Source: an optimization exercise on an open RTL-to-GDS flow (aim: a short achievable clock period and few clock cycles per item). Production flows keep margins and buffers that such runs may drop. No run shown here included a check of the RTL's function; only the layout flow was run. Power is estimated from default activity; no workload was simulated.

$ cat design/flow/config.mk
export PLATFORM = sky130hd
export DESIGN_NAME = nezoba_core
export DESIGN_NICKNAME = nezoba_core
export VERILOG_FILES = /design/flow/design.v
export SDC_FILE = /design/flow/constraint.sdc
export NUM_CORES = 4
export LEC_CHECK = 0
export ABC_CLOCK_PERIOD_IN_PS = 3000
export CAP_MARGIN = 20
export CORE_MARGIN = 2
export CORE_UTILIZATION = 40
export PLACE_DENSITY = 0.6
export SLEW_MARGIN = 20
$ cat design/flow/constraint.sdc
create_clock -name core_clock -period 11.0 [get_ports {clk}]
set_input_delay 2.2000 -clock core_clock [delete_from_list [all_inputs] [get_ports {clk}]]
set_output_delay 2.2000 -clock core_clock [all_outputs]
set_load 0.01 [all_outputs]
$ cat design/flow/design.v
module nezoba_maptab (
    input  wire [3:0] cfg,
    input  wire [3:0] btn,
    input  wire [1:0] slot,    
    output reg  [6:0] word
);
    always @(*) begin
        word = 7'h2B;
        case ({cfg, btn, slot})
            {4'd0, 4'd0,  2'd1}: word = 7'h11;    
            {4'd0, 4'd1,  2'd1}: word = 7'h15;    
            {4'd0, 4'd2,  2'd1}: word = 7'h17;    
            {4'd0, 4'd3,  2'd1}: word = 7'h13;    
            {4'd0, 4'd4,  2'd1}: word = 7'h00;    
            {4'd0, 4'd5,  2'd1}: word = 7'h01;
            {4'd0, 4'd6,  2'd1}: word = 7'h02;
            {4'd0, 4'd7,  2'd1}: word = 7'h03;
            {4'd0, 4'd8,  2'd1}: word = 7'h04;
            {4'd0, 4'd9,  2'd1}: word = 7'h05;
            {4'd0, 4'd10, 2'd1}: word = 7'h06;
            {4'd0, 4'd11, 2'd1}: word = 7'h07;
            {4'd0, 4'd12, 2'd1}: word = 7'h08;
            {4'd0, 4'd13, 2'd1}: word = 7'h09;
            {4'd0, 4'd14, 2'd1}: word = 7'h0A;    
            {4'd1, 4'd8,  2'd1}: word = 7'h40;    
            {4'd1, 4'd9,  2'd1}: word = 7'h01;    
            {4'd1, 4'd9,  2'd2}: word = 7'h02;    
            {4'd1, 4'd9,  2'd3}: word = 7'h43;    
            {4'd2, 4'd0,  2'd1}: word = 7'h13;    
            {4'd2, 4'd1,  2'd1}: word = 7'h13;    
            {4'd2, 4'd2,  2'd1}: word = 7'h13;    
            {4'd2, 4'd3,  2'd1}: word = 7'h17;    
            {4'd2, 4'd4,  2'd1}: word = 7'h12;    
            {4'd2, 4'd5,  2'd1}: word = 7'h16;    
            {4'd2, 4'd6,  2'd1}: word = 7'h11;    
            {4'd2, 4'd6,  2'd2}: word = 7'h11;
            {4'd2, 4'd6,  2'd3}: word = 7'h11;
            {4'd2, 4'd7,  2'd1}: word = 7'h10;    
            {4'd2, 4'd8,  2'd1}: word = 7'h1A;    
            {4'd2, 4'd9,  2'd1}: word = 7'h27;    
            {4'd2, 4'd9,  2'd2}: word = 7'h05;    
            {4'd2, 4'd10, 2'd1}: word = 7'h17;    
            {4'd15, 4'd0, 2'd1}: word = 7'h51;    
            {4'd15, 4'd1, 2'd1}: word = 7'h01;    
            {4'd15, 4'd1, 2'd2}: word = 7'h2C;    
            {4'd15, 4'd1, 2'd3}: word = 7'h02;    
            default: word = 7'h2B;
        endcase
    end
endmodule
module nezoba_debounce #(
    parameter [31:0] DEBOUNCE_TICKS = 32'd5000,
    parameter        PRECOMP        = 0        
) (
    input  wire        clk,
    input  wire        rst,
    input  wire        first,     
    input  wire        el_go,     
    input  wire [31:0] t_cmp,
    input  wire [31:0] t_now,     
    input  wire        sample,    
    input  wire [7:0]  raw,
    output reg  [7:0]  acc,
    output reg         res,
    output reg         chg        
);
    reg [7:0]  prev;
    reg        same;
    reg        ans;       
    reg        tsu;       
    reg        elk;       
    reg        el_r;      
    reg [31:0] ts;
    reg [31:0] tsv;
    reg        tsw;
    wire ge_ts  = (t_cmp >= ts);
    wire lt_tsv = (t_cmp < tsv);
    wire in_win = tsw ? (ge_ts || lt_tsv) : (ge_ts && lt_tsv);
    wire eq     = (raw == prev);
    always @(posedge clk) begin
        chg <= 1'b0;
        if (tsu) begin
            if (!same) begin
                ts         <= t_now;
                {tsw, tsv} <= {1'b0, t_now} + {1'b0, DEBOUNCE_TICKS} + 33'd1;
            end
        end
        if (rst) begin
            acc  <= 8'hFF;
            prev <= 8'hFF;
            res  <= 1'b0;
            ans  <= 1'b0;
            tsu  <= 1'b0;
            elk  <= 1'b0;
        end else begin
            tsu <= 1'b0;
            if (el_go && !elk) begin
                el_r <= !in_win;
                elk  <= 1'b1;
            end
            if (first) begin
                res <= (prev == acc);
                ans <= 1'b0;
                elk <= 1'b0;
            end else if (elk && !res) begin
                if (!el_r)
                    res <= 1'b1;
                else if (ans) begin
                    res <= 1'b1;
                    if (same && prev != acc) begin
                        acc <= prev;
                        chg <= 1'b1;
                    end
                end
            end
            if (sample) begin
                prev <= raw;
                same <= eq;
                ans  <= 1'b1;
                tsu  <= 1'b1;
                if (PRECOMP && !first && elk && el_r && !res) begin
                    res <= 1'b1;
                    if (eq && raw != acc) begin
                        acc <= raw;
                        chg <= 1'b1;
                    end
                end
            end
        end
    end
endmodule
module nezoba_core #(
    parameter integer N_BUTTONS          = 15,
    parameter [31:0]  DEBOUNCE_TICKS     = 32'd5000,
    parameter [31:0]  TURBO_PERIOD_TICKS = 32'd13300,
    parameter [31:0]  CFG_DEBOUNCE_TICKS = 32'd5000,
    parameter integer CFG_MAX_READS      = 0,
    parameter [0:0]   TURBO_PHASE_INIT   = 1'b0,
    parameter         EARLY_NOW          = 1       
) (
    input  wire        clk,
    input  wire        rst,           
    input  wire [31:0] now,
    output reg  [1:0]  exp_op,
    input  wire [7:0]  exp_data,
    input  wire        exp_done,
    output reg  [2:0]  pin_pullup,
    input  wire [2:0]  cfg_pin,
    output reg  [7:0]  evt,
    output reg         evt_valid,
    output wire        halted,
    output wire [1:0]  fault
);
    localparam [1:0] OP_NONE = 2'd0, OP_INIT = 2'd1, OP_READA = 2'd2, OP_READB = 2'd3;
    localparam [2:0] S_INIT = 3'd0, S_CFG = 3'd1, S_WAIT = 3'd2, S_PRE = 3'd3,
                     S_BEGIN = 3'd4, S_RUN = 3'd5, S_HALT = 3'd6;
    localparam [7:0] EV_BEGIN = 8'h00, EV_RELALL = 8'h20, EV_PRESS = 8'h40,
                     EV_DPAD  = 8'h60, EV_COMMIT = 8'h80, EV_DIAG  = 8'hE3;
    localparam integer NS  = 3 * N_BUTTONS;    
    localparam integer NSA = 24;               
    reg  [2:0]  st;
    reg         halt_r;
    reg  [31:0] now_r;           
    reg         cfg_prev;
    reg         cfg_prev_v;
    reg  [31:0] cfg_t;           
    reg  [3:0]  cfg_index;
    reg         turbo_phase;
    reg  [31:0] turbo_ts;
    reg  [31:0] turbo_tv;        
    reg         turbo_tw;        
    reg         turbo_upd;       
    reg         tk;              
    reg         relall_pend;     
    reg         c1;              
    reg         nv;              
    reg         b_ans;           
    reg         dpad_done;       
    reg  [NS-1:0] allow;         
    assign halted = halt_r;
    assign fault  = {halt_r, halt_r};
    always @(posedge clk) now_r <= now;
    wire run      = (st == S_RUN);
    wire sample_a = run && exp_op == OP_READA && exp_done;
    wire sample_b = run && exp_op == OP_READB && exp_done;
    wire el_go    = EARLY_NOW ? c1 : nv;
    wire [31:0] t_cmp = EARLY_NOW ? now : now_r;
    wire [7:0] acc_a, acc_b;
    wire       res_a, res_b, chg_a, chg_b;
    nezoba_debounce #(.DEBOUNCE_TICKS(DEBOUNCE_TICKS), .PRECOMP(0)) u_bank_a (
        .clk(clk), .rst(rst), .first(relall_pend),
        .el_go(el_go), .t_cmp(t_cmp), .t_now(now_r),
        .sample(sample_a), .raw(exp_data),
        .acc(acc_a), .res(res_a), .chg(chg_a)
    );
    nezoba_debounce #(.DEBOUNCE_TICKS(DEBOUNCE_TICKS), .PRECOMP(1)) u_bank_b (
        .clk(clk), .rst(rst), .first(relall_pend),
        .el_go(el_go), .t_cmp(t_cmp), .t_now(now_r),
        .sample(sample_b), .raw(exp_data),
        .acc(acc_b), .res(res_b), .chg(chg_b)
    );
    wire [15:0] accepted = {acc_b, acc_a};
    wire tb_ge  = (t_cmp >= turbo_ts);
    wire tb_lt  = (t_cmp < turbo_tv);
    wire tb_in  = turbo_tw ? (tb_ge || tb_lt) : (tb_ge && tb_lt);
    wire [NS-1:0]   pr, isb, tt, ill;
    wire [4*NS-1:0] pkey;
    wire [NS*2-1:0] sdx, sdy;
    genvar gb, gs, gj;
    generate
        for (gb = 0; gb < N_BUTTONS; gb = gb + 1) begin : g_btn
            for (gs = 1; gs <= 3; gs = gs + 1) begin : g_slot
                localparam integer J = gb*3 + gs-1;
                wire [6:0] w;
                nezoba_maptab u_rom (
                    .cfg(cfg_index), .btn(gb[3:0]), .slot(gs[1:0]), .word(w)
                );
                wire [5:0] k = w[5:0];
                assign pr[J]  = !accepted[gb];
                assign isb[J] = (k < 6'd16);
                assign tt[J]  = w[6];
                assign ill[J] = (k >= 6'd44) || (w[6] && k >= 6'd16);
                assign pkey[4*J +: 4] = k[3:0];
                reg [1:0] dx, dy;     
                always @(*) begin
                    case (k)
                        6'd17:   begin dx = 2'b00; dy = 2'b01; end    
                        6'd18:   begin dx = 2'b01; dy = 2'b01; end    
                        6'd19:   begin dx = 2'b01; dy = 2'b00; end    
                        6'd20:   begin dx = 2'b01; dy = 2'b11; end    
                        6'd21:   begin dx = 2'b00; dy = 2'b11; end    
                        6'd22:   begin dx = 2'b11; dy = 2'b11; end    
                        6'd23:   begin dx = 2'b11; dy = 2'b00; end    
                        6'd24:   begin dx = 2'b11; dy = 2'b01; end    
                        default: begin dx = 2'b00; dy = 2'b00; end    
                    endcase
                end
                assign sdx[2*J +: 2] = (pr[J] && !w[6]) ? dx : 2'b00;
                assign sdy[2*J +: 2] = (pr[J] && !w[6]) ? dy : 2'b00;
            end
        end
    endgenerate
    reg signed [7:0] sx, sy;
    integer j;
    always @(*) begin
        sx = 8'sd0;
        sy = 8'sd0;
        for (j = 0; j < NS; j = j + 1) begin
            sx = sx + {{6{sdx[2*j+1]}}, sdx[2*j +: 2]};
            sy = sy + {{6{sdy[2*j+1]}}, sdy[2*j +: 2]};
        end
    end
    wire signed [1:0] cx = (sx > 8'sd0) ? 2'sd1 : (sx < 8'sd0) ? -2'sd1 : 2'sd0;
    wire signed [1:0] cy = (sy > 8'sd0) ? 2'sd1 : (sy < 8'sd0) ? -2'sd1 : 2'sd0;
    reg [3:0] dlut;
    always @(*) begin
        case ({cx, cy})
            {2'sd0,  2'sd1}:  dlut = 4'd1;    
            {2'sd1,  2'sd1}:  dlut = 4'd2;    
            {2'sd1,  2'sd0}:  dlut = 4'd3;    
            {2'sd1, -2'sd1}:  dlut = 4'd4;    
            {2'sd0, -2'sd1}:  dlut = 4'd5;    
            {-2'sd1, -2'sd1}: dlut = 4'd6;    
            {-2'sd1, 2'sd0}:  dlut = 4'd7;    
            {-2'sd1, 2'sd1}:  dlut = 4'd8;    
            default:          dlut = 4'd0;    
        endcase
    end
    reg [3:0] dpad_r;
    always @(posedge clk) dpad_r <= dlut;
    wire dpad_ok = !chg_a && !chg_b;
    wire [NS-1:0] act;
    wire [NS:0]   act_below;
    assign act_below[0] = 1'b0;
    generate
        for (gj = 0; gj < NS; gj = gj + 1) begin : g_walk
            wire first = (gj == 0) || (gj == NSA);
            wire ab    = first ? 1'b0 : act_below[gj];
            assign act[gj] = allow[gj] && pr[gj] &&
                             ((isb[gj] && (!tt[gj] || !tk || turbo_phase)) || ill[gj]);
            assign act_below[gj+1] = ab || act[gj];
        end
    endgenerate
    wire any_a = act_below[NSA];
    wire any_b = act_below[NS];
    reg [3:0] key_a, key_b;
    reg       ill_a, ill_b, wt_a, wt_b;
    always @(*) begin
        key_a = 4'd0; ill_a = 1'b0; wt_a = 1'b0;
        for (j = NSA-1; j >= 0; j = j - 1)
            if (act[j]) begin
                key_a = pkey[4*j +: 4];
                ill_a = ill[j];
                wt_a  = tt[j] && !tk;
            end
        key_b = 4'd0; ill_b = 1'b0; wt_b = 1'b0;
        for (j = NS-1; j >= NSA; j = j - 1)
            if (act[j]) begin
                key_b = pkey[4*j +: 4];
                ill_b = ill[j];
                wt_b  = tt[j] && !tk;
            end
    end
    wire [NS-1:0] allow_pass_a, allow_pass_b;
    generate
        for (gj = 0; gj < NS; gj = gj + 1) begin : g_allow
            if (gj < NSA) begin : g_a
                assign allow_pass_a[gj] = allow[gj] && (gj != 0) && act_below[gj];
                assign allow_pass_b[gj] = allow[gj];
            end else begin : g_b
                assign allow_pass_a[gj] = allow[gj];
                assign allow_pass_b[gj] = allow[gj] && (gj != NSA) && act_below[gj];
            end
        end
    endgenerate
    wire        cfg_r    = ~exp_data[7];             
    wire [31:0] cfg_el   = now_r - cfg_t;
    wire        b_done   = b_ans || sample_b;
    always @(posedge clk) begin
        evt_valid <= 1'b0;
        c1        <= relall_pend;
        if (rst) begin
            st          <= S_INIT;
            exp_op      <= OP_INIT;
            pin_pullup  <= 3'b111;
            halt_r      <= 1'b0;
            cfg_prev_v  <= 1'b0;
            turbo_phase <= TURBO_PHASE_INIT;
            turbo_upd   <= 1'b0;
            tk          <= 1'b0;
            relall_pend <= 1'b0;
            c1          <= 1'b0;
            nv          <= 1'b0;
            b_ans       <= 1'b0;
            dpad_done   <= 1'b0;
            evt         <= 8'd0;
        end else begin
            turbo_upd <= 1'b0;
            if (turbo_upd) begin
                turbo_ts             <= now_r;
                {turbo_tw, turbo_tv} <= {1'b0, now_r} + {1'b0, TURBO_PERIOD_TICKS};
            end
            case (st)
                S_INIT: begin
                    if (exp_done) begin
                        exp_op <= OP_READB;
                        st     <= S_CFG;
                    end
                end
                S_CFG: begin
                    if (exp_done) begin
                        exp_op <= OP_NONE;
                        if (cfg_prev_v && cfg_r == cfg_prev) begin
                            cfg_index <= {~cfg_pin[0], ~cfg_pin[1], ~cfg_pin[2], cfg_r};
                            st        <= S_PRE;
                        end else begin
                            cfg_prev   <= cfg_r;
                            cfg_prev_v <= 1'b1;
                            cfg_t      <= now;
                            st         <= S_WAIT;
                        end
                    end
                end
                S_WAIT: begin
                    if (cfg_el >= CFG_DEBOUNCE_TICKS) begin
                        exp_op <= OP_READB;
                        st     <= S_CFG;
                    end
                end
                S_PRE: begin
                    turbo_upd <= 1'b1;
                    st        <= S_BEGIN;
                end
                S_BEGIN: begin
                    evt         <= EV_BEGIN;
                    evt_valid   <= 1'b1;
                    exp_op      <= OP_READA;
                    relall_pend <= 1'b1;
                    nv          <= 1'b0;
                    tk          <= 1'b0;
                    b_ans       <= 1'b0;
                    dpad_done   <= 1'b0;
                    allow       <= {NS{1'b1}};
                    st          <= S_RUN;
                end
                S_RUN: begin
                    if (exp_op == OP_READA && exp_done)
                        exp_op <= OP_READB;
                    if (exp_op == OP_READB && exp_done) begin
                        exp_op <= OP_NONE;
                        b_ans  <= 1'b1;
                    end
                    if (c1)
                        nv <= 1'b1;
                    if (el_go && !tk) begin
                        tk <= 1'b1;
                        if (!tb_in) begin
                            turbo_phase <= ~turbo_phase;
                            turbo_upd   <= 1'b1;
                        end
                    end
                    if (relall_pend) begin
                        evt         <= EV_RELALL;
                        evt_valid   <= 1'b1;
                        relall_pend <= 1'b0;
                    end else if (dpad_done) begin
                        if (b_done) begin
                            evt         <= EV_COMMIT;
                            evt_valid   <= 1'b1;
                            exp_op      <= OP_READA;
                                    relall_pend <= 1'b1;
                            nv          <= 1'b0;
                            tk          <= 1'b0;
                            b_ans       <= 1'b0;
                            dpad_done   <= 1'b0;
                            allow       <= {NS{1'b1}};
                        end
                    end else if (res_a) begin
                        if (any_a) begin
                            if (ill_a) begin
                                if (b_ans) begin
                                    evt       <= EV_DIAG;
                                    evt_valid <= 1'b1;
                                    halt_r    <= 1'b1;
                                    exp_op    <= OP_NONE;
                                    st        <= S_HALT;
                                end
                            end else if (!wt_a) begin
                                evt       <= EV_PRESS | {4'd0, key_a};
                                evt_valid <= 1'b1;
                                allow     <= allow_pass_a;
                            end
                        end else if (res_b) begin
                            if (any_b) begin
                                if (ill_b) begin
                                    if (b_ans) begin
                                        evt       <= EV_DIAG;
                                        evt_valid <= 1'b1;
                                        halt_r    <= 1'b1;
                                        exp_op    <= OP_NONE;
                                        st        <= S_HALT;
                                    end
                                end else if (!wt_b) begin
                                    evt       <= EV_PRESS | {4'd0, key_b};
                                    evt_valid <= 1'b1;
                                    allow     <= allow_pass_b;
                                end
                            end else if (dpad_ok) begin
                                evt       <= EV_DPAD | {4'd0, dpad_r};
                                evt_valid <= 1'b1;
                                dpad_done <= 1'b1;
                            end
                        end
                    end
                end
                default: ;    
            endcase
        end
    end
endmodule
$ cat design/flow/flow/run.sh
#!/bin/bash
set -euo pipefail
bash standard.sh SETUP_SLACK_MARGIN=7.8 finish > standard_make.log 2>&1
$ cat design/flow/standard.sh
#!/bin/bash
# synth_recipe.tcl (not shown) runs the flow's synth.tcl, then flattens the netlist and writes it again
# the make line also repeats each setting of config.mk as NAME=value (left out here)
make -C /OpenROAD-flow-scripts/flow DESIGN_CONFIG=/design/flow/config.mk WORK_HOME=/design/flow/orfs CLKGATE_MAP_FILE= SYNTH_SCRIPT=/design/flow/synth_recipe.tcl "${@:-finish}"
==> impl_metrics.csv, run 1 <==
group,metric,value,unit
cts,clk_latency,0.60,ns
route,wl_per_cell,19.0,um
die,initial_core_util,0.406,
sta,hold_viol,0,
global_route,grt_pass1_vias,16000,
synth,synth_ff_type,"edfxtp_1",
layout,drive_above_1_share,0.184,
synth,synth_top_area_frac,0.352,
synth,synth_top_area_cell,"edfxtp_1",
sta,setup_viol,0,
die,io_pins,63,
die,die-area,55400,um^2
global_route,grt_max_degree,69,
layout,final_core_util,0.488,
placed_design,gp_congestion,0.899,
cts,ctsLongestPathBuffers,3,
sta,tns,0,ns
layout,area_growth_syn_to_layout,20.4,%
cts,numCtsBuffers,42,
global_route,overflow,0,
route,wl_met1,24.8,mm
sta,worst-slew-pin-transition,1.09,ns
layout,fillers,4849,
setup_path,cp_slowest_stage_delay,0.57,ns
run,maxCapViolations,0,
cts,cts_root_buffer,"clkbuf_16",
route,routed-wl-met3,2.03,mm
status,outcome,"timing/DRC/antenna clean",
placed_design,detailed_place_hpwl,40.4,mm
sta,drv_slew,0,
placed_design,pre_cts_slack,5.68,ns
power_and_ir_drop,p_leak,0.0108,uW
synth,yosysWarnings,4,
route,drt_pass1_iterations,5,
sta,relSlewSlack,0.277,
sta,rsz0062_at_grt,"true",
global_route,antenna_found_initial,0,
setup_path,crit_path_start_kind,"flip-flop",
synth,netlist-cell-type-count,77,
synth,synth-seq-area-share,0.447,
synth,ys_async_sr_fraction,0,
synth,synth_area_leaders,"edfxtp_1 (35%), ha_1 (14%), dfxtp_1 (9.4%)",
die,die_h,235,um
setup_path,worst-setup-path-type,"reg2reg",
synth,yosysMostFrequentCell,"inv_1",
sta,fin_worst_skew,0.0292,ns
setup_path,required,11.47,ns
cts,ctsHoldBuffers,0,
synth,netlist_area,21400,um^2
route,ant_nets,0,
cts,clk_pin_slew,0.06,ns
route,wl_met2,27.6,mm
sta,period_minus_slack,4.27,ns
sta,setup_slack,6.73,ns
setup_path,worstPathCellList,"or3_4 > or3_4 > fa_1 > inv_1 > fa_1 > inv_1 > fa_1 > inv_1 > ha_1 > a21o_1 > a21oi_2 > xnor2_1 > nor4b_1 > nand3_1 > xor2_1",
cts,htree_levels,2,
global_route,grt_use_total,0.202,
route,routed_wl,55.9,mm
route,drt_iter0_markers,882,
layout,fin_nets,2527,
setup_path,crit_fanout,2,
power_and_ir_drop,vdd_drop_max,119,uV
setup_path,endpoint_kind,"flip-flop",
min_path,hold_path_class,"reg2reg",
route,viasPerCell,5.36,
synth,synth_cells,2107,
cts,cts_tree,"yes",
synth,synth-seq-cells,352,
die,rows,84,
setup_path,worstPathArrival,4.74,ns
sta,fmax,234,MHz
placed_design,portBuffers,59,
die,die_width,235,um
setup_path,slowest_stage,"fa_1",
synth,synth_common_cells,"inv_1 (296), edfxtp_1 (251), ha_1 (238), nor2_1 (132), nand2_1 (116)",
cts,clock_sinks,352,
synth,synth_edf_count,251,
route,vias,15800,
die,core,52800,um^2
sta,fin_crit_sh,0.389,
route,routed.top_layer,"met4",
global_route,grt_pass1_wl,88.3,mm
power_and_ir_drop,power_density,130,nW/um^2
layout,n_antenna_cell,0,
synth,syn_avg_cell_area,10.2,um^2
route,drc_errors,0,
==> stage by stage <==
stage	power [uW]	hold slack [ns]	instance area, um^2	std cells
after floorplan	1770	0.453	22000	2119
after global placement	1880	0.456	23100	2813
after detailed placement	1890	0.464	23100	2813
after CTS	3370	0.479	25300	2921
after global routing	3500	0.493	25800	2944
final	3360	0.473	25800	2944
==> repair_timing <==
action	in CTS	in global routing
gates resized for setup	426	82
buffers inserted	29	21
setup endpoints to repair	121	58
pin swaps	62	53
cloned	1	2
==> critical path, delay by kind of cell, from the launching register on <==
kind                       cells  cell delay, ns
adders and majority gates      4            1.82
and+or+nand+nor                4            1.17
DFF                            1            0.42
AOI/OAI and AO/OA              2            0.32
xor gates and xnor gates       2            0.27
buffers and inverters          3            0.16
==> metal layers <==
metal,global-route usage,up-vias
met5,0,-
met2,0.356,296
li1,-,7713
met4,0.0585,0
met1,0.260,7679
met3,0.0235,94
==> layout make-up <==
type / instances / area (um^2) / area share
sequential: 352 / 9630 / 0.374
clock inverter: 14 / 209 / 0.00811
timing repair buffer: 121 / 1050 / 0.0408
inverter: 296 / 1110 / 0.0432
clock buffer: 64 / 1260 / 0.0488
tap: 688 / 861 / 0.0334
multi-input combinational: 1409 / 11600 / 0.452
==> where the power goes <==
| part | internal [uW] | switching [uW] | total (uW) |
|---|---|---|---|
| registers | 1450 | 40.9 | 1490 |
| logic | 178 | 247 | 425 |
| clock network | 868 | 577 | 1440 |
==> cell families after synthesis <==
| group | after synthesis | synth area share |
|---|---|---|
| compound gates | 459 | 0.143 |
| xor+xnor | 111 | 0.0454 |
| fa+ha+maj | 261 | 0.160 |
| buf+inv | 360 | 0.0675 |
| flops | 352 | 0.447 |
| mux | 13 | 0.00620 |
| other cells | 2 | 0.000351 |
| simple gates | 549 | 0.131 |
==> path summary, 6_finish.rpt <==
kind	end	startpoint	slack [ns]	cells after the start
setup / recovery	dpad_r[0]$_DFF_P_	cfg_index[3]$_DFFE_PP_	6.73	15
hold / removal	evt[1]$_SDFFE_PP0P_	evt[1]$_SDFFE_PP0P_	0.47	2
setup reg to reg	dpad_r[0]$_DFF_P_	cfg_index[3]$_DFFE_PP_	6.73	15
hold reg to reg	evt[1]$_SDFFE_PP0P_	evt[1]$_SDFFE_PP0P_	0.47	2
==> registers in the layout (all words and copies together), names as in the netlist, 30 cells and up, named ones only <==
name / flops
u_bank_b.ts: 32
u_bank_a.tsv: 32
cfg_t: 32
u_bank_b.tsv: 32
turbo_ts: 30
now_r: 32
turbo_tv: 32
u_bank_a.ts: 32
==> cells in the final DEF, fill, tap and decap left out, types with 44 or more instances in the layout <==
cell type / instances
edfxtp_1: 251
a21o_1: 73
dfxtp_1: 65
buf_4: 54
nor2_1: 122
o21ai_0: 64
clkbuf_16: 44
a21oi_1: 88
nand2_1: 110
nand4_1: 48
xnor2_1: 65
ha_1: 207
inv_1: 291
==> inputs of run 2 (changes only) <==
==> design/flow/run.sh (new file) <==
#!/bin/bash
# synth_recipe.tcl (not shown) runs the flow's synth.tcl, then flattens the netlist and writes it again
# the make line also repeats each setting of config.mk as NAME=value (left out here)
make -C /OpenROAD-flow-scripts/flow DESIGN_CONFIG=/design/flow/config.mk WORK_HOME=/design/flow/orfs CLKGATE_MAP_FILE= SYNTH_SCRIPT=/design/flow/synth_recipe.tcl finish
removed: design/flow/flow/run.sh
removed: design/flow/standard.sh
==> run 2 against run 1 <==
  * Still clean on timing, DRC and antenna
  * Synthesized cell count unchanged
  * Area after synthesis unchanged
  * Non-clock buffer count decreased by 55
  * Setup slack lost 0.79 ns
  * Global-route usage is 0.97 points lower
  * Largest cell class unchanged
==> impl_metrics.csv, run 2 <==
group,metric,value,unit
synth,syn_avg_cell_area,10.2,um^2
synth,synth_cells,2107,
global_route,grt_use_total,0.192,
sta,hold_slack,0.476,ns
setup_path,crit_path_start_kind,"primary input",
sta,fin_worst_skew,0.0318,ns
setup_path,worst-setup-path-type,"in2reg",
min_path,hold_path_class,"reg2reg",
synth,synth-compound-area-share,0.143,
global_route,grt_pass1_vias,15900,
route,drt_pass1_iterations,5,
route,drt_iter0_markers,876,
route,ant_nets,0,
cts,cts_tree,"yes",
layout,n_antenna_cell,0,
synth,synth_ff_type,"edfxtp_1",
synth,synth-simple-area-share,0.131,
sta,fin_crit_sh,0.461,
route,routed_wl,53.1,mm
status,outcome,"timing/DRC/antenna clean",
sta,tns,0,ns
sta,worst-slew-pin-transition,1.07,ns
die,io_pins,63,
die,initial_core_util,0.406,
setup_path,endpoint_kind,"flip-flop",
placed_design,gp_congestion,0.869,
synth,synth-seq-area-share,0.447,
sta,setup_viol,0,
setup_path,required,11.46,ns
cts,cts-resized-gates,0,
sta,fmax,197,MHz
route,wl_per_cell,18.4,um
synth,synth_top_area_frac,0.352,
cts,cts_setup_buffers,0,
synth,synth_top_family_by_area,"adder cells",
global_route,antenna_found_initial,0,
synth,muxShareOfSynthArea,0.00620,
cts,clk_pin_slew,0.06,ns
synth,synth_top_area_cell,"edfxtp_1",
die,die_h,235,um
route,vias,15500,
synth,yosysMostFrequentCell,"inv_1",
synth,yosysWarnings,4,
global_route,grt_pass1_wl,84.8,mm
synth,synth_xor_area_frac,0.0454,
synth,netlist-cell-type-count,77,
cts,clk_latency,0.60,ns
power_and_ir_drop,vdd_drop_max,116,uV
placed_design,detailed_place_hpwl,39.7,mm
global_route,grt_max_degree,66,
synth,synth_common_cells,"inv_1 (296), edfxtp_1 (251), ha_1 (238), nor2_1 (132), nand2_1 (116)",
synth,netlist_area,21400,um^2
route,viasPerCell,5.38,
synth,ys_async_sr_fraction,0,
route,drc_errors,0,
setup_path,crit_fanout,8,
placed_design,portBuffers,59,
cts,ctsHoldBuffers,0,
power_and_ir_drop,p_leak,0.0102,uW
synth,synth_adder_area_share,0.160,
die,die-area,55400,um^2
cts,numCtsBuffers,42,
die,rows,84,
layout,fillers,4946,
synth,synth-seq-cells,352,
setup_path,worstPathArrival,5.52,ns
synth,synth_area_leaders,"edfxtp_1 (35%), ha_1 (14%), dfxtp_1 (9.4%)",
cts,clock_sinks,352,
cts,ctsLongestPathBuffers,3,
cts,cts_root_buffer,"clkbuf_16",
sta,relSlewSlack,0.280,
run,maxCapViolations,0,
sta,rsz0062_at_grt,"false",
die,core,52800,um^2
sta,hold_viol,0,
layout,layout_common_cells,"inv_1 (296), edfxtp_1 (251), ha_1 (238)",
sta,drv_slew,0,
sta,period_minus_slack,5.07,ns
layout,area_growth_syn_to_layout,12.4,%
die,die_width,235,um
layout,final_common_cell,"inv_1",
layout,fin_nets,2470,
cts,htree_levels,2,
layout,drive_above_1_share,0.0482,
synth,synth_edf_count,251,
global_route,overflow,0,
power_and_ir_drop,power_density,135,nW/um^2
-- run 2: cell counts after synthesis --
Identical to the previous run, type by type.
-- run 2: path summary, 6_finish.rpt --
check | from | end | slack, ns | depth (start not counted)
setup reg to reg | cfg_index[0]$_DFFE_PP_ | dpad_r[0]$_DFF_P_ | 6.02 | 16
hold reg to reg | evt[6]$_SDFFE_PP0P_ | evt[6]$_SDFFE_PP0P_ | 0.48 | 2
hold / removal | evt[6]$_SDFFE_PP0P_ | evt[6]$_SDFFE_PP0P_ | 0.48 | 2
setup / recovery | now[14] | turbo_phase$_SDFFE_PP0P_ | 5.93 | 10
-- run 2: metal layers --
| layer | vias up | GRT usage | part of all wire |
|---|---|---|---|
| met5 | - | 0 | 0 |
| met4 | 0 | 0.0664 | 0.034 |
| met3 | 106 | 0.0344 | 0.052 |
| met2 | 376 | 0.328 | 0.47 |
| met1 | 7468 | 0.245 | 0.44 |
| li1 | 7584 | - | - |
-- run 2: layout make-up --
cell class | instances | area [um^2] | share of cell area
Inverter | 296 | 1110 | 0.0462
Timing Repair Buffer | 66 | 638 | 0.0265
Multi-Input combinational cell | 1407 | 10500 | 0.436
Clock inverter | 16 | 203 | 0.00843
Tap cell | 688 | 861 | 0.0358
Sequential cell | 352 | 9560 | 0.397
Clock buffer | 60 | 1200 | 0.0499
-- run 2: critical path: stages --
cell and delay, ns:
clkdlybuf4s50_1 0.69, ha_1 0.33, a21o_1 0.18, a211o_1 0.31, a2111oi_0 0.62, a2111oi_0 0.27, o22ai_1 0.23, nor4_1 0.08
a31oi_1 0.24, mux2_2 0.36
-- run 2: cells by family after synthesis --
family,Yosys count
multiplexers,13
buffers and inverters,360
flip-flops,352
AND/OR/NAND/NOR,549
adder cells (fa/ha/maj),261
AO/OA/AOI/OAI,459
other,2
XOR/XNOR,111
-- run 2: power by group --
group | internal, uW | leakage, uW | switching, uW
registers | 1450 | 0.00306 | 41.8
logic | 147 | 0.00643 | 212
clock network | 817 | 0.000680 | 576
-- run 2: stage by stage --
step | setup slack [ns] | std cells | cell area [um^2] | util | total power, uW
2_1_floorplan | 5.36 | 2119 | 21500 | - | 1750
3_5_place_dp | 5.29 | 2809 | 22600 | 0.429 | 1880
3_3_place_gp | 5.32 | 2809 | 22600 | 0.429 | 1870
4_1_cts | 5.88 | 2885 | 24100 | 0.456 | 3280
6_report | 5.93 | 2885 | 24100 | 0.456 | 3240
5_1_grt | 5.62 | 2885 | 24100 | 0.456 | 3370

-- re-timing with driven ports --
The flow's constraints put no driver on any port. The routed layouts listed below were extracted and timed again, unchanged, in two steps.
Step 1, drivers: a clkbuf_16 drives clk and a buf_2 each remaining input, both assumed.
Step 2, shift: input delay + t, output delay - t, t = (earliest + latest rising clock arrival at the registers) / 2. This alone moves slack from input paths to output paths.
Slacks: ideal / step 1 / step 2; pairs: ideal / step 1.
run | t, ns | setup slack, ns | clock arrival spread, ns | pins driven straight from the clock port
run 1 | 0.639 | 6.726 / 6.726 / 6.397 | 0.035 / 0.035 | 1
run 2 | 0.637 | 5.934 / 5.965 / 5.329 | 0.036 / 0.037 | 1
After both steps setup and hold are still met in every run listed. The setup slack of run 2, which loses most, moves by +0.031 ns with the drivers and by -0.605 ns with both steps.
